Background: an optimization exercise with open tools, aiming at small area, a short achievable clock period and few clock cycles. Do not read the settings as production practice.
Where RTL was checked, it was by simulation tests only, not by an equivalence proof against the original.
Power and IR drop assume default switching activity.

red:
// fcsu
module fcsu (
    input  wire        clk,
    input  wire        rst,
    input  wire        h_valid,
    output wire        h_ready,
    input  wire        h_write,
    input  wire        h_word,
    input  wire [17:0] h_addr,
    input  wire [31:0] h_wdata,
    output wire        h_done,
    output wire [31:0] h_rdata,
    output reg         in_en,
    output reg         in_we,
    output reg  [3:0]  in_wmask,
    output reg  [11:0] in_addr,
    output reg  [31:0] in_wdata,
    input  wire [31:0] in_rdata,
    output reg         out_en,
    output reg         out_we,
    output reg  [3:0]  out_wmask,
    output reg  [11:0] out_addr,
    output reg  [31:0] out_wdata,
    input  wire [31:0] out_rdata
);
    localparam [3:0] ST_OK        = 4'h0;
    localparam [3:0] ST_EMPTY     = 4'h1;
    localparam [3:0] ST_LEN_MIS   = 4'h2;
    localparam [3:0] ST_UNK_ITEM  = 4'h3;
    localparam [3:0] ST_TRUNC     = 4'h4;
    localparam [3:0] ST_BAD_WIDTH = 4'h5;
    localparam [3:0] ST_TOO_LONG  = 4'h6;
    localparam [3:0] ST_INV_ARG   = 4'h7;
    localparam [3:0] ST_SMP_END   = 4'h8;
    localparam [3:0] ST_NOT_ARMED = 4'h9;
    localparam [3:0] ST_ILLEGAL   = 4'hA;
    localparam [3:0] S_IDLE = 4'd0;    
    localparam [3:0] S_RDB  = 4'd1;    
    localparam [3:0] S_ENC  = 4'd2;    
    localparam [3:0] S_DEC1 = 4'd3;    
    localparam [3:0] S_DEC2 = 4'd4;    
    localparam [3:0] S_NXW  = 4'd5;    
    localparam [3:0] S_NX2  = 4'd6;    
    localparam [3:0] S_ENC0 = 4'd7;    
  ...
==> flow/config.mk <==
export PLATFORM = sky130hd
export DESIGN_NAME = fcsu
export DESIGN_NICKNAME = fcsu
export VERILOG_FILES = /design/flow/design.v
export SDC_FILE = /design/flow/constraint.sdc
export NUM_CORES = 4
export LEC_CHECK = 0
export CAP_MARGIN = 20
export CORE_MARGIN = 2
export CORE_UTILIZATION = 50
export CTS_BUF_LIST = sky130_fd_sc_hd__clkbuf_8
export CTS_CLUSTER_DIAMETER = 60
export CTS_CLUSTER_SIZE = 10
export PLACE_DENSITY = 0.65
export SETUP_SLACK_MARGIN = 5.0
export SLEW_MARGIN = 20
==> flow/constraint.sdc <==
create_clock -name core_clock -period 10.0 [get_ports {clk}]
set_input_delay 2.0000 -clock core_clock [delete_from_list [all_inputs] [get_ports {clk}]]
set_output_delay 2.0000 -clock core_clock [all_outputs]
set_load 0.01 [all_outputs]
standard.sh (not shown) runs the stock make flow with config.mk's settings and CLKGATE_MAP_FILE= SYNTH_SCRIPT=/design/flow/synth_recipe.tcl, a recipe that flattens the netlist after the stock synthesis.
==> flow/flow/run.sh <==
#!/bin/bash
# The standard layout (the standard.sh: standard synthesis, floorplan,
# placement, CTS, routing), with changes to which cells are chosen only:
# - the port buffers are plain buf_2 cells instead of the delay buffer
#   buffer_ports picks by default;
# - timing repair may swap a cell for one of another footprint;
# - besides the platform's don't-use cells, the slow wide OR / NOR gates
#   (or4 or4b or4bb or3 or3b nor4 nor4b nor4bb) are not used, so that wide address decodes map to
#   NAND / NOR trees.
# ORFS's own logs stay under orfs/logs; the make output goes to standard.log.
set -euo pipefail
PLATFORM_DONT_USE="sky130_fd_sc_hd__probe_p_8 sky130_fd_sc_hd__probec_p_8 sky130_fd_sc_hd__lpflow_bleeder_1 sky130_fd_sc_hd__lpflow_clkbufkapwr_1 sky130_fd_sc_hd__lpflow_clkbufkapwr_16 sky130_fd_sc_hd__lpflow_clkbufkapwr_2 sky130_fd_sc_hd__lpflow_clkbufkapwr_4 sky130_fd_sc_hd__lpflow_clkbufkapwr_8 sky130_fd_sc_hd__lpflow_clkinvkapwr_1 sky130_fd_sc_hd__lpflow_clkinvkapwr_16 sky130_fd_sc_hd__lpflow_clkinvkapwr_2 sky130_fd_sc_hd__lpflow_clkinvkapwr_4 sky130_fd_sc_hd__lpflow_clkinvkapwr_8 sky130_fd_sc_hd__lpflow_decapkapwr_12 sky130_fd_sc_hd__lpflow_decapkapwr_3 sky130_fd_sc_hd__lpflow_decapkapwr_4 sky130_fd_sc_hd__lpflow_decapkapwr_6 sky130_fd_sc_hd__lpflow_decapkapwr_8 sky130_fd_sc_hd__lpflow_inputiso0n_1 sky130_fd_sc_hd__lpflow_inputiso0p_1 sky130_fd_sc_hd__lpflow_inputiso1n_1 sky130_fd_sc_hd__lpflow_inputiso1p_1 sky130_fd_sc_hd__lpflow_inputisolatch_1 sky130_fd_sc_hd__lpflow_isobufsrc_1 sky130_fd_sc_hd__lpflow_isobufsrc_16 sky130_fd_sc_hd__lpflow_isobufsrc_2 sky130_fd_sc_hd__lpflow_isobufsrc_4 sky130_fd_sc_hd__lpflow_isobufsrc_8 sky130_fd_sc_hd__lpflow_isobufsrckapwr_16 sky130_fd_sc_hd__lpflow_lsbuf_lh_hl_isowell_tap_1 sky130_fd_sc_hd__lpflow_lsbuf_lh_hl_isowell_tap_2 sky130_fd_sc_hd__lpflow_lsbuf_lh_hl_isowell_tap_4 sky130_fd_sc_hd__lpflow_lsbuf_lh_isowell_4 sky130_fd_sc_hd__lpflow_lsbuf_lh_isowell_tap_1 sky130_fd_sc_hd__lpflow_lsbuf_lh_isowell_tap_2 sky130_fd_sc_hd__lpflow_lsbuf_lh_isowell_tap_4 "
EXTRA_DONT_USE=" sky130_fd_sc_hd__or4_1 sky130_fd_sc_hd__or4_2 sky130_fd_sc_hd__or4_4 sky130_fd_sc_hd__or4b_1 sky130_fd_sc_hd__or4b_2 sky130_fd_sc_hd__or4b_4 sky130_fd_sc_hd__or4bb_1 sky130_fd_sc_hd__or4bb_2 sky130_fd_sc_hd__or4bb_4 sky130_fd_sc_hd__or3_1 sky130_fd_sc_hd__or3_2 sky130_fd_sc_hd__or3_4 sky130_fd_sc_hd__or3b_1 sky130_fd_sc_hd__or3b_2 sky130_fd_sc_hd__or3b_4 sky130_fd_sc_hd__nor4_1 sky130_fd_sc_hd__nor4_2 sky130_fd_sc_hd__nor4_4 sky130_fd_sc_hd__nor4b_1 sky130_fd_sc_hd__nor4b_2 sky130_fd_sc_hd__nor4b_4 sky130_fd_sc_hd__nor4bb_1 sky130_fd_sc_hd__nor4bb_2 sky130_fd_sc_hd__nor4bb_4"
bash standard.sh MATCH_CELL_FOOTPRINT=0 "BUFFER_PORTS_ARGS=-buffer_cell sky130_fd_sc_hd__buf_2" \
    "DONT_USE_CELLS=$PLATFORM_DONT_USE $EXTRA_DONT_USE" finish > standard.log 2>&1
Testbench counts of red, summed over its fixed seeds: cycles 126,101.
The following lists how blue was set up differently from red:
--- a/flow/config.mk
+++ b/flow/config.mk
@@ -10,7 +10,4 @@
 export CORE_UTILIZATION = 50
-export CTS_BUF_LIST = sky130_fd_sc_hd__clkbuf_8
-export CTS_CLUSTER_DIAMETER = 60
-export CTS_CLUSTER_SIZE = 10
 export PLACE_DENSITY = 0.65
-export SETUP_SLACK_MARGIN = 5.0
+export SETUP_SLACK_MARGIN = 4.5
 export SLEW_MARGIN = 20
==> run summary <==
- blue and red ended up with nearly the same met3 track utilization from global routing.
- Between blue and red, the number of signal-net buffers in the layout is lower for blue.
- Measured against each other, blue and red differ in sequential share of layout area, the lower figure coming from blue.
- Going from red to blue, global-route usage fell by 0.76 points, source-to-sink clock delay at the later pin of the worst-skew pair went down 0.07 ns, setup slack of the critical path after layout increased by 0.055 ns relative to the old numbers.
Here is what was changed in the inputs of green compared with blue.
--- a/flow/config.mk
+++ b/flow/config.mk
@@ -9,4 +9,7 @@
 export CORE_MARGIN = 2
-export CORE_UTILIZATION = 50
-export PLACE_DENSITY = 0.65
+export CORE_UTILIZATION = 55
+export CTS_BUF_LIST = sky130_fd_sc_hd__clkbuf_8
+export CTS_CLUSTER_DIAMETER = 60
+export CTS_CLUSTER_SIZE = 10
+export PLACE_DENSITY = 0.75
 export SETUP_SLACK_MARGIN = 4.5
Findings:
| insertion delay to the later sink of the worst-skew pair | green vs blue | 0.09 ns higher |
The cell with the biggest individual delay on the critical path comes out sky130_fd_sc_hd__a222oi_1 in one run and sky130_fd_sc_hd__and3_4 in the other, namely in green and blue respectively.
green: fraction of area in registers higher than blue
Combinational share of power delta for green relative to blue: 2.9 points higher
Comparing blue and green, the higher total number of vias was measured on green.
Cell total after placement went down by a few percent going from blue to green.
green finished all stages; the layout is clean.

---

Setup of alpha:
fcsu, a different RTL version from the one above (not shown whole).
Size in the first run: ~2500 cells after synthesis, ~400 flip-flops, roughly 250 I/O pins, ~0.025 mm^2 of cells after synthesis.
Settings: LEC_CHECK=0, CAP_MARGIN=20, CORE_MARGIN=2, CORE_UTILIZATION=40, SETUP_SLACK_MARGIN=4.5, SLEW_MARGIN=20; clock period 10.0 ns.
run.sh (not shown) runs the stock make flow with config.mk's settings and CLKGATE_MAP_FILE= SYNTH_SCRIPT=/design/flow/synth_recipe.tcl, a recipe that flattens the netlist after the stock synthesis.
Stock flow here: none of the scripts above is used.
alpha: done, clean on timing, DRC and antenna
Input-level comparison between beta and alpha:
- SETUP_SLACK_MARGIN: 4.5 -> 3.5
beta vs. alpha: detail-routed net length per standard cell has decreased; area growth from synthesis to final layout shows a reduction of 6.4 points; fmax shows a reduction of 0.48%. In the tables for beta and alpha, least setup slack across all paths after layout reads lower with beta. Per the comparison of beta with alpha, aggregate routed wire length lower, stage delay of the slowest cell on the critical path lower. In beta, the post-layout net count came out 3.8% below the value in alpha. Re final cycle utilization of the critical path: beta and alpha aren't equal, and the lower value belongs to alpha.
No functional check of the RTL was part of any run of this note.

---

## run Y
fcsu, a different RTL version from the one above (not shown whole).
For scale: about 2,500 cells after synthesis, roughly 250 I/O pins.
// fcsu
module fcsu (
    input  wire        clk,
    input  wire        rst,
    input  wire        h_valid,
    output wire        h_ready,
    input  wire        h_write,
    input  wire        h_word,
    input  wire [17:0] h_addr,
    input  wire [31:0] h_wdata,
    output wire        h_done,
    output wire [31:0] h_rdata,
    output reg         in_en,
    output reg         in_we,
    output reg  [3:0]  in_wmask,
    output reg  [11:0] in_addr,
    output reg  [31:0] in_wdata,
    input  wire [31:0] in_rdata,
    output reg         out_en,
    output reg         out_we,
    output reg  [3:0]  out_wmask,
    output reg  [11:0] out_addr,
    output reg  [31:0] out_wdata,
    input  wire [31:0] out_rdata
);
    localparam [3:0] ST_OK        = 4'h0;
    localparam [3:0] ST_EMPTY     = 4'h1;
    localparam [3:0] ST_LEN_MIS   = 4'h2;
    localparam [3:0] ST_UNK_ITEM  = 4'h3;
    localparam [3:0] ST_TRUNC     = 4'h4;
    localparam [3:0] ST_BAD_WIDTH = 4'h5;
    localparam [3:0] ST_TOO_LONG  = 4'h6;
    localparam [3:0] ST_INV_ARG   = 4'h7;
    localparam [3:0] ST_SMP_END   = 4'h8;
    localparam [3:0] ST_NOT_ARMED = 4'h9;
    localparam [3:0] ST_ILLEGAL   = 4'hA;
    localparam [3:0] S_IDLE = 4'd0;    
    localparam [3:0] S_RDB  = 4'd1;    
    localparam [3:0] S_ENC  = 4'd2;    
    localparam [3:0] S_DEC1 = 4'd3;    
    localparam [3:0] S_DEC2 = 4'd4;    
    localparam [3:0] S_NXW  = 4'd5;    
    localparam [3:0] S_NX2  = 4'd6;    
    localparam [3:0] S_ENC0 = 4'd7;    
  ...
==> flow/config.mk <==
export PLATFORM = sky130hd
export DESIGN_NAME = fcsu
export DESIGN_NICKNAME = fcsu
export VERILOG_FILES = /design/flow/design.v
export SDC_FILE = /design/flow/constraint.sdc
export NUM_CORES = 4
export LEC_CHECK = 0
export ABC_CLOCK_PERIOD_IN_PS = 2000
export CAP_MARGIN = 20
export CORE_MARGIN = 2
export CORE_UTILIZATION = 50
export PLACE_DENSITY = 0.65
export SETUP_SLACK_MARGIN = 5.0
export SLEW_MARGIN = 20
==> flow/constraint.sdc <==
create_clock -name core_clock -period 10.0 [get_ports {clk}]
set_input_delay 2.0000 -clock core_clock [delete_from_list [all_inputs] [get_ports {clk}]]
set_output_delay 2.0000 -clock core_clock [all_outputs]
set_load 0.01 [all_outputs]
standard.sh (not shown) runs the stock make flow with config.mk's settings and CLKGATE_MAP_FILE= SYNTH_SCRIPT=/design/flow/synth_recipe.tcl, a recipe that flattens the netlist after the stock synthesis.
==> flow/flow/run.sh <==
#!/bin/bash
# The standard layout (the standard.sh: standard synthesis, floorplan,
# placement, CTS, routing), with two changes to how cells are chosen:
# - the port buffers are plain buf_2 cells instead of the delay buffer
#   buffer_ports picks by default;
# - timing repair may swap a cell for one of another footprint.
# ORFS's own logs stay under orfs/logs; the make output goes to standard.log.
set -euo pipefail
bash standard.sh MATCH_CELL_FOOTPRINT=0 "BUFFER_PORTS_ARGS=-buffer_cell sky130_fd_sc_hd__buf_2" finish > standard.log 2>&1
The final layout from run Y, which completed every stage, passed the timing, design-rule and antenna checks at the end of the flow.
Testbench counts of run Y, summed over its fixed seeds: cycles 126,101.
Modified inputs, run F compared to run Y
diff --git a/flow/config.mk b/flow/config.mk
--- a/flow/config.mk
+++ b/flow/config.mk
@@ -12,3 +12,3 @@
 export PLACE_DENSITY = 0.65
-export SETUP_SLACK_MARGIN = 5.0
+export SETUP_SLACK_MARGIN = 4.0
 export SLEW_MARGIN = 20
Findings:
Run F: flow completed, timing, DRC and antenna clean. Relative to run Y, utilization decreased by 3.5 points in run F. Compared with run Y, the detailed router inserted fewer vias in run F. Cells: run F has fewer instances than run Y. Hold slack, run F and run Y, lower one = run F. Re peak clock frequency supported by timing: run F is 4.9% down on run Y.

---

job 2598:
RTL: one of the versions met above, not the one the previous note started from.
For scale: ~2500 cells after synthesis.
// fcsu
module fcsu (
    input  wire        clk,
    input  wire        rst,
    input  wire        h_valid,
    output wire        h_ready,
    input  wire        h_write,
    input  wire        h_word,
    input  wire [17:0] h_addr,
    input  wire [31:0] h_wdata,
    output wire        h_done,
    output wire [31:0] h_rdata,
    output reg         in_en,
    output reg         in_we,
    output reg  [3:0]  in_wmask,
    output reg  [11:0] in_addr,
    output reg  [31:0] in_wdata,
    input  wire [31:0] in_rdata,
    output reg         out_en,
    output reg         out_we,
    output reg  [3:0]  out_wmask,
    output reg  [11:0] out_addr,
    output reg  [31:0] out_wdata,
    input  wire [31:0] out_rdata
);
clock: 10.0 ns
lec_check: 0
cap_margin: 20
core_margin: 2
core_utilization: 50
cts_buf_list: sky130_fd_sc_hd__clkbuf_8
cts_cluster_diameter: 60
cts_cluster_size: 10
place_density: 0.65
setup_slack_margin: 4.5
slew_margin: 20
==> flow/flow/run.sh <==
#!/bin/bash
# The standard layout (the standard.sh: standard synthesis, floorplan,
# placement, CTS, routing), with changes to which cells are chosen only:
# - the port buffers are plain buf_1 cells instead of the delay buffer
#   buffer_ports picks by default;
# - timing repair may swap a cell for one of another footprint;
# - besides the platform's don't-use cells, the slow wide OR / NOR gates
#   (or4 or4b or4bb or3 or3b nor4 nor4b nor4bb) are not used, so that wide address decodes map to
#   NAND / NOR trees.
# ORFS's own logs stay under orfs/logs; the make output goes to standard.log.
set -euo pipefail
PLATFORM_DONT_USE="sky130_fd_sc_hd__probe_p_8 sky130_fd_sc_hd__probec_p_8 sky130_fd_sc_hd__lpflow_bleeder_1 sky130_fd_sc_hd__lpflow_clkbufkapwr_1 sky130_fd_sc_hd__lpflow_clkbufkapwr_16 sky130_fd_sc_hd__lpflow_clkbufkapwr_2 sky130_fd_sc_hd__lpflow_clkbufkapwr_4 sky130_fd_sc_hd__lpflow_clkbufkapwr_8 sky130_fd_sc_hd__lpflow_clkinvkapwr_1 sky130_fd_sc_hd__lpflow_clkinvkapwr_16 sky130_fd_sc_hd__lpflow_clkinvkapwr_2 sky130_fd_sc_hd__lpflow_clkinvkapwr_4 sky130_fd_sc_hd__lpflow_clkinvkapwr_8 sky130_fd_sc_hd__lpflow_decapkapwr_12 sky130_fd_sc_hd__lpflow_decapkapwr_3 sky130_fd_sc_hd__lpflow_decapkapwr_4 sky130_fd_sc_hd__lpflow_decapkapwr_6 sky130_fd_sc_hd__lpflow_decapkapwr_8 sky130_fd_sc_hd__lpflow_inputiso0n_1 sky130_fd_sc_hd__lpflow_inputiso0p_1 sky130_fd_sc_hd__lpflow_inputiso1n_1 sky130_fd_sc_hd__lpflow_inputiso1p_1 sky130_fd_sc_hd__lpflow_inputisolatch_1 sky130_fd_sc_hd__lpflow_isobufsrc_1 sky130_fd_sc_hd__lpflow_isobufsrc_16 sky130_fd_sc_hd__lpflow_isobufsrc_2 sky130_fd_sc_hd__lpflow_isobufsrc_4 sky130_fd_sc_hd__lpflow_isobufsrc_8 sky130_fd_sc_hd__lpflow_isobufsrckapwr_16 sky130_fd_sc_hd__lpflow_lsbuf_lh_hl_isowell_tap_1 sky130_fd_sc_hd__lpflow_lsbuf_lh_hl_isowell_tap_2 sky130_fd_sc_hd__lpflow_lsbuf_lh_hl_isowell_tap_4 sky130_fd_sc_hd__lpflow_lsbuf_lh_isowell_4 sky130_fd_sc_hd__lpflow_lsbuf_lh_isowell_tap_1 sky130_fd_sc_hd__lpflow_lsbuf_lh_isowell_tap_2 sky130_fd_sc_hd__lpflow_lsbuf_lh_isowell_tap_4 "
EXTRA_DONT_USE=" sky130_fd_sc_hd__or4_1 sky130_fd_sc_hd__or4_2 sky130_fd_sc_hd__or4_4 sky130_fd_sc_hd__or4b_1 sky130_fd_sc_hd__or4b_2 sky130_fd_sc_hd__or4b_4 sky130_fd_sc_hd__or4bb_1 sky130_fd_sc_hd__or4bb_2 sky130_fd_sc_hd__or4bb_4 sky130_fd_sc_hd__or3_1 sky130_fd_sc_hd__or3_2 sky130_fd_sc_hd__or3_4 sky130_fd_sc_hd__or3b_1 sky130_fd_sc_hd__or3b_2 sky130_fd_sc_hd__or3b_4 sky130_fd_sc_hd__nor4_1 sky130_fd_sc_hd__nor4_2 sky130_fd_sc_hd__nor4_4 sky130_fd_sc_hd__nor4b_1 sky130_fd_sc_hd__nor4b_2 sky130_fd_sc_hd__nor4b_4 sky130_fd_sc_hd__nor4bb_1 sky130_fd_sc_hd__nor4bb_2 sky130_fd_sc_hd__nor4bb_4"
bash standard.sh MATCH_CELL_FOOTPRINT=0 "BUFFER_PORTS_ARGS=-buffer_cell sky130_fd_sc_hd__buf_1" \
    "DONT_USE_CELLS=$PLATFORM_DONT_USE $EXTRA_DONT_USE" finish > standard.log 2>&1
Testbench counts of job 2598, summed over its fixed seeds: cycles 126,101.
### job 2598 -> job 7747
-- flow/flow/run.sh --
<<< job 2598, line 4
# - the port buffers are plain buf_1 cells instead of the delay buffer
>>> job 7747, line 4
# - the port buffers are plain buf_2 cells instead of the delay buffer
<<< job 2598, line 14
bash standard.sh MATCH_CELL_FOOTPRINT=0 "BUFFER_PORTS_ARGS=-buffer_cell sky130_fd_sc_hd__buf_1" \
>>> job 7747, line 14
bash standard.sh MATCH_CELL_FOOTPRINT=0 "BUFFER_PORTS_ARGS=-buffer_cell sky130_fd_sc_hd__buf_2" \
[summary]
Diff job 7747 and job 2598: total power higher in job 2598
A end point of the critical path of h_rdata[12] is what job 7747 shows, while h_rdata[0] belongs to job 2598.
| placement-stage worst setup slack | job 7747 vs job 2598 | 0.36 ns higher |
When the final numbers for job 7747 and job 2598 were put side by side, the critical path depth turned out to be smaller in job 2598.
Relative to job 7747, the following input files were edited for job 6171:
-- flow/config.mk --
<<< job 7747, line 15
export SETUP_SLACK_MARGIN = 4.5
>>> job 6171, line 15
export SETUP_SLACK_MARGIN = 4.0
==> run summary <==
Job 6171 finished all stages; the layout is clean.
Run comparison: job 6171 end point of the critical path h_rdata[1]; job 7747 end point of the critical path h_rdata[12]
Between job 7747 and job 6171, the flow reports power increasing slightly.
NOTE final area job 7747->job 6171 decreased by a few percent
Between job 6171 and job 7747, the complex-gate fraction of the synthesized area figures differ only marginally.
When the final numbers for job 6171 and job 7747 were put side by side, the clock period minus worst slack turned out to be greater in job 6171.
Max filler cell count in the final layout across job 6171 and job 7747: job 6171
Job 6171 against job 7747: count of non-CTS inverters in the layout stayed essentially flat, share of the clock period used by the worst path after layout went up 3.6 points, critical-path maximum fanout now sits higher.

[afterwards: timing with drivers on the ports]
The flow's constraints put no driver on any port. The routed layouts listed below were extracted and timed again, unchanged, in two steps.
Step 1 assumes that a clkbuf_16 drives the clock port and a buf_2 every other input.
Step 2 adds t to the input delays and takes it off the output delays; t is the mean of the earliest and latest rising clock arrival at the registers after step 1. Input paths then give back, and output paths get back, about the clock's delay inside the block.
Three values: no drivers, after step 1, after step 2; two values: the first two.
run	t, ns	slack for setup (ns)	worst hold slack (ns)	worst setup path at the end	worst data-port slew with drivers (ns)
red	0.727	4.387 / 4.327 / 4.327	0.679 / 0.679 / 0.679	input to output	0.11
blue	0.667	4.442 / 4.384 / 4.384	0.674 / 0.674 / 0.674	input to output	0.09
green	0.734	3.763 / 3.659 / 3.659	0.736 / 0.736 / 0.736	input to output	0.14
alpha	0.659	0.485 / 0.485 / 0.485	0.592 / 0.592 / 0.592	register to register	0.08
beta	0.669	0.439 / 0.439 / 0.439	0.598 / 0.598 / 0.598	register to register	0.09
run Y	0.644	4.344 / 4.255 / 4.255	0.690 / 0.690 / 0.690	input to output	0.18
run F	0.653	4.054 / 3.990 / 3.849	0.654 / 0.654 / 0.654	input to register	0.05
job 2598	0.736	4.383 / 4.317 / 4.317	0.703 / 0.703 / 0.703	input to output	0.17
job 7747	0.720	4.398 / 4.331 / 4.331	0.691 / 0.691 / 0.691	input to output	0.09
job 6171	0.713	4.043 / 4.022 / 4.022	0.699 / 0.699 / 0.699	input to output	0.06
After both steps every run listed still meets setup and hold. For run F, which loses most, drivers alone change the setup slack by -0.064 ns; drivers and shift together by -0.205 ns.
